What follows belongs to an exercise in optimizing a design on an open flow for small area, a short achievable clock period and few clock cycles; a production flow would make more cautious choices. At most, simulation tests tie the RTL to the original design; equivalence was not proved. No functional check of the RTL was part of run 2.

==> flow/design.v, too long to show whole: its modules and the start of the top module <==
// module fvmc: 1086 lines
module fvmc (
    input  wire        clk,
    input  wire        rst,         
    input  wire        req,         
    input  wire        we,          
    input  wire [5:0]  addr,        
    input  wire [31:0] wdata,
    output wire        ack,         
    output reg  [31:0] rdata,       
    output wire [16:0] mot_yaw,
    output wire [16:0] mot_fwd
);
  // ...
==> flow/flow/run.sh <==
#!/bin/bash
# Own layout flow: the standard ORFS flow, with the port buffers built from
# sky130_fd_sc_hd__buf_4 cells instead of the resizer's default buffer choice.
# Each tool writes its own logs under orfs/logs; the driver's output goes to standard.log.
set -o pipefail
export BUFFER_PORTS_ARGS="-buffer_cell sky130_fd_sc_hd__buf_4"
bash standard.sh > standard.log 2>&1
==> flow/standard.sh <==
#!/bin/bash
# synth_recipe.tcl (not shown) runs the flow's synth.tcl, then flattens the netlist and writes it again
# the make line also repeats each setting of config.mk as NAME=value (left out here)
make -C /OpenROAD-flow-scripts/flow DESIGN_CONFIG=/design/flow/config.mk WORK_HOME=/design/flow/orfs CLKGATE_MAP_FILE= SYNTH_SCRIPT=/design/flow/synth_recipe.tcl "${@:-finish}"
==> flow/config.mk <==
export PLATFORM = sky130hd
export DESIGN_NAME = fvmc
export DESIGN_NICKNAME = fvmc
export VERILOG_FILES = /design/flow/design.v
export SDC_FILE = /design/flow/constraint.sdc
export NUM_CORES = 8
export LEC_CHECK = 0
export CAP_MARGIN = 30
export CORE_MARGIN = 2
export CORE_UTILIZATION = 45
export CTS_CLUSTER_DIAMETER = 100
export CTS_CLUSTER_SIZE = 22
export SETUP_SLACK_MARGIN = 2
export SLEW_MARGIN = 30
==> flow/constraint.sdc <==
create_clock -name core_clock -period 90.0 [get_ports {clk}]
set_input_delay 18.0000 -clock core_clock [delete_from_list [all_inputs] [get_ports {clk}]]
set_output_delay 18.0000 -clock core_clock [all_outputs]
set_load 0.01 [all_outputs]
==> reports/qor.tcl, run 1 <==
set qor(layout.cells.most_common) {nand2_1}
set qor(use_met3) 0.0817
set qor(timing.rr.end) {r_mot_yaw[13]}
set qor(first_iter_violations) 12340
set qor(status) {finished clean}
set qor(dieHeight_um) 462
set qor(syn-num-nets) 11804
set qor(final_worst_slack_ns) 50.49
set qor(ioPinCount) 109
set qor(cts.sinks) 1235
set qor(n_antenna_cell) 38
set qor(worstSetupPathType) {in -> out}
set qor(ctsRootBufferMaster) {clkbuf_16}
set qor(initial_utilization) 0.452
set qor(max_freq_mhz) 25.3
set qor(hold_path_end) {sk[7]}
set qor(avgViaCountPerCell) 6.53
set qor(synth.yosys.seq_area_share) 0.315
set qor(synth_xor_xnor_area_share) 0.0582
set qor(area_occupied_by_multi_input_gates_sq_um) 60400
set qor(total_standard_cell_area_after_synthesis_sq_um) 94400
set qor(maxCapViolCount) 0
set qor(layout.non_clock_buffers) 373
set qor(layout_worst_path_cycle_share) 0.439
set qor(grt.overflow.total) 0
set qor(number_of_inverters_outside_the_clock_class_in_the_layout) 694
set qor(ys_seq_elements) 1235
set qor(met3RoutedLength_mm) 43.0
set qor(globalRouteMet2Util) 0.606
set qor(post_synth_and_or_nand_nor_area_fraction) 0.179
set qor(sequential_cell_area_sq_um) 29800
set qor(grt_most_used_layer) {met2}
set qor(yosysTopAreaCellShare) 0.160
set qor(post_synth.cell_area_avg_sq_um) 8.68
set qor(finish.instance_area_sq_um) 102000
set qor(initial_antenna_violation_count) 67
set qor(worstPathCellList) {buf_4 -> nor2_1 -> nand3_1 -> nor2_4 -> buf_4 -> a22oi_1 -> nand4_1 -> a2111oi_0 -> o211ai_1 -> buf_4}
Testbench counts, summed over its fixed seeds: cycles 161,129.
==> run 2, diff against run 1 <==
--- a/flow/design.v
+++ b/flow/design.v
@@ -800,17 +800,17 @@
     always @* begin
         ld = 1'b1;
         ld_job = J_HEAD;
         if (ld_head_now)                                     ld_job = J_HEAD;
         else if (ld_hx_now)                                  ld_job = J_HX;
         else if (!dv_free2)                                  ld = 1'b0;
         else if (vel_pend)                                   ld_job = J_VEL;
         else if (head_pend)                                  ld_job = J_HEAD;
-        else if (big_need && !wp_inval && !(dv_busy && dv_job == J_BIG)) ld_job = J_BIG;
+        else if (big_need && !(dv_busy && dv_job == J_BIG))  ld_job = J_BIG;
         else if (turn_pend)                                  ld_job = J_TURN;
         else if (hx_pend)                                    ld_job = J_HX;
         else                                                 ld = 1'b0;
     end
     wire [31:0] opa_n = wr_opa ? wdata : opa;
     wire [31:0] opb_n = wr_opb ? wdata : opb;
     wire [31:0] head_n = wr_shead ? wdata : sens_head;
     reg  [33:0] ld_x;
==> flow/run.sh (new file) <==
#!/bin/bash
# synth_recipe.tcl (not shown) runs the flow's synth.tcl, then flattens the netlist and writes it again
# the make line also repeats each setting of config.mk as NAME=value (left out here)
make -C /OpenROAD-flow-scripts/flow DESIGN_CONFIG=/design/flow/config.mk WORK_HOME=/design/flow/orfs CLKGATE_MAP_FILE= SYNTH_SCRIPT=/design/flow/synth_recipe.tcl finish
removed: flow/flow/run.sh
removed: flow/standard.sh
==> reports/qor.tcl, run 2 <==
set qor(status) {finished clean}
set qor(syn-num-nets) 11686 ;# -1.0%
set qor(ys_types) 121
set qor(die_footprint_sq_um) 212000
set qor(min_path_cells) 2
set qor(layout.cells.most_common) {nand2_1}
set qor(ys_seq_elements) 1235 ;# unchanged
set qor(post_synthesis_instance_total) 10752
set qor(drt_first_pass_iters) 9
set qor(dieWidth_um) 461
set qor(total_standard_cell_area_after_synthesis_sq_um) 93900 ;# -0.48%
set qor(wl_per_cell_um) 33.3
set qor(crit_arrival_ns) 22.51
set qor(routabilityCongestion) 1.07
set qor(final.fill_count) 19819
set qor(clk_transition_reported_paths_ns) 0.09
set qor(cts_hold_buffers) 0
set qor(vias_in_the_first_global_route) 81612
set qor(clock-skew-final_ns) 0.0775
set qor(grt_start_max_net_pins) 158
set qor(maxSlewHeadroom) 0.218
set qor(dieHeight_um) 461 ;# -0.24%
set qor(synthesized_area_fraction_occupied_by_adder_cells) 0.140
set qor(avgViaCountPerCell) 6.53 ;# about the same
set qor(min_path_type) {reg -> reg}
set qor(synth.most_common_cell) {nand2_1}
set qor(first_iter_violations) 11997 ;# -2.8%
set qor(largest_family_of_logic_cells_by_synthesized_area) {compound AO/OA/AOI/OAI gates}
set qor(worstSetupPathType) {in -> out}
set qor(hold_path_end) {sk[3]}
set qor(ioPinCount) 109 ;# unchanged
set qor(drt-total-wl_mm) 451
set qor(yosysWarnings) 1
set qor(ys_top_cells_by_area) {edfxtp_1 16%, dfxtp_1 16%, ha_1 8.5%}
set qor(first_pass_grt_wire_length_mm) 627
set qor(synthArstFlopShare) 0
set qor(final_max_slew_viol_count) 0
set qor(rr_worst_depth) 73
set qor(synth_area_leader_cell) {edfxtp_1}
set qor(ctsRootBufferMaster) {clkbuf_16}
set qor(ys.flop_type) {dfxtp_1}
set qor(row_count) 167
set qor(regToRegStartpoint) {fsel[0]}
set qor(core_sq_um) 207000
set qor(post_route_cells_drive_above_1_share) 0.0752
set qor(post-route-min-period_ns) 40.51
set qor(tightestPinTransition_ns) 1.16
set qor(synth.yosys.seq_area_share) 0.317 ;# +0.00152
set qor(post_synth_most_frequent_cells) {1088 x nand2_1, 924 x nor2_1, 818 x a21oi_1, 732 x dfxtp_1, 676 x inv_1}
set qor(detail_route.drc_violations) 0
set qor(port_buffers) 108
set qor(data_required_critical_path_ns) 72.00
set qor(ant_nets) 0
set qor(cts.sinks) 1235 ;# unchanged
set qor(cts_resized) 0
set qor(synth_xor_xnor_area_share) 0.0580 ;# -0.000212
set qor(worst_skew_pair.late_latency_ns) 0.80
set qor(timing.final.setup_violations) 0
set qor(clock_tree_from_tritoncts) {done}
set qor(grt.total_usage) 0.414
set qor(final_cell_count_no_fill) 13525
set qor(synth_compound_gate_area_share) 0.211
set qor(cts_inserted_buffers) 76
set qor(yosysTopAreaCellShare) 0.161 ;# +0.000772
set qor(worst-r2r-setup-slack_ns) 65.46
set qor(synth-edff-count) 503
set qor(rsz0062_at_grt) {false}
set qor(totalNegativeSetupSlack_ns) 0
set qor(synthMuxAreaShare) 0.0589
set qor(most-common-layout-cells) {1081 x nand2_1, 896 x nor2_1, 813 x a21oi_1, 728 x dfxtp_1, 675 x inv_1}
set qor(grt.overflow.total) 0 ;# unchanged
set qor(initial_utilization) 0.453 ;# +0.00144
set qor(post_synth.cell_area_avg_sq_um) 8.73 ;# +0.61%
set qor(dp_cells) 13361
set qor(dpl.hpwl_mm) 357
set qor(worst_hold_startpoint) {sk[3]}
set qor(syn2layout_area_growth_pct) 8.35
set qor(layout_worst_path_cycle_share) 0.450 ;# +0.0111
set qor(total_count_of_hold_check_failures_in_the_final_report) 0
set qor(finish.net_count) 11587
set qor(initial_antenna_violation_count) 57 ;# -15%
set qor(worst-path-max-fanout) 20
set qor(routed-via-count) 88262
set qor(maxCapViolCount) 0 ;# unchanged
set qor(final.hold.worst_slack_ns) 0.463
set qor(setup.worst_path.start_class) {input port}
set qor(post_synth_and_or_nand_nor_area_fraction) 0.166 ;# -0.0126
set qor(largest_reg_flops) 160
set qor(postCtsSetupRepairBufs) 0
set qor(timing.rr.end) {zero_cnt[20]}
set qor(cts-root-to-sink-buffers) 3
set qor(crit_path_end_kind) {primary output}
set qor(max_freq_mhz) 24.7 ;# -2.5%
set qor(h-tree-depth) 3
[run 2: cell count changes after synthesis, sizes merged, moves of 44 or more]
cell,before,now
nand2,1150,1089
nand3,378,228
a211oi,110,162
a22oi,258,302
nor2,880,927
mux2i,197,271
[run 2: final cells by class]
type,count,area [sq um],area share
timing repair buffer,369,3110,0.0306
sequential,1235,29800,0.292
clock buffer,105,2060,0.0203
tap,2788,3490,0.0343
antenna,24,60.1,0.000590
multi-input combinational,8283,60200,0.591
inverter,688,2580,0.0254
clock inverter,33,507,0.00498
[run 2: worst max-delay path, stage by stage]
cell and delay, ns:
clkdlybuf4s50_1 0.65, nor2b_1 0.51, nand2_1 0.31, nor2_2 0.73, buf_4 0.50, a22o_1 0.22, a221oi_1 0.05, o21ai_0 0.16
nor2_1 0.23, o21ai_0 0.43, clkdlybuf4s50_1 0.71
[run 2: worst max path at each step]
stage | start | end | slack, ns | cells after the start
CTS | addr[4] | rdata[20] | 49.45 | 11
global placement | addr[4] | rdata[20] | 49.50 | 11
detailed placement | addr[4] | rdata[20] | 49.46 | 11
finish | addr[4] | rdata[17] | 49.49 | 11
floorplan | addr[2] | rdata[19] | 52.05 | 10
global route | addr[4] | rdata[17] | 49.51 | 11
[run 2: cells by family after synthesis]
group / Yosys count
xor gates and xnor gates: 615
muxes: 443
and+or+nand+nor: 3334
buffers and inverters: 1234
AOI/OAI and AO/OA: 2997
adders and majority gates: 894
DFF: 1235
[run 2: layer usage]
metal,GRT usage,wire (um)
met1,0.554,185000
met2,0.605,188000
met3,0.0861,42900
met4,0.265,34200
met5,0,494
[run 2: metrics by stage]
step	instance area (sq um)	util	setup WS, ns
2_1_floorplan	93900	-	52.05
3_3_place_gp	98900	0.477	49.50
3_5_place_dp	99000	0.478	49.46
4_1_cts	102000	0.490	49.45
5_1_grt	102000	0.491	49.51
6_report	102000	0.491	49.49

## separate check: timing with driven ports
No port has a modelled driver above. Below, the same layouts with a new extraction and two added sets of constraints. Step 1: set_driving_cell puts a clkbuf_16 on clk and a buf_2 on each other input, an assumption about the parent block. Step 2 adds t to the input delays and takes it off the output delays; t is the mean of the earliest and latest rising clock arrival at the registers after step 1. Input paths then give back, and output paths get back, about the clock's delay inside the block. a / b / c = ideal / step 1 / step 2; a / b = the first two.
run	shift t [ns]	setup slack, ns	worst register clock-pin slew, ns	worst slew at a driven data input, ns
run 1	0.866	50.487 / 50.455 / 50.455	0.10 / 0.10	0.32
run 2	0.848	49.486 / 49.448 / 49.448	0.10 / 0.10	0.13
After both steps setup and hold are still met in every run listed. The setup slack of run 2, which loses most, moves by -0.038 ns with the drivers and by -0.038 ns with both steps.
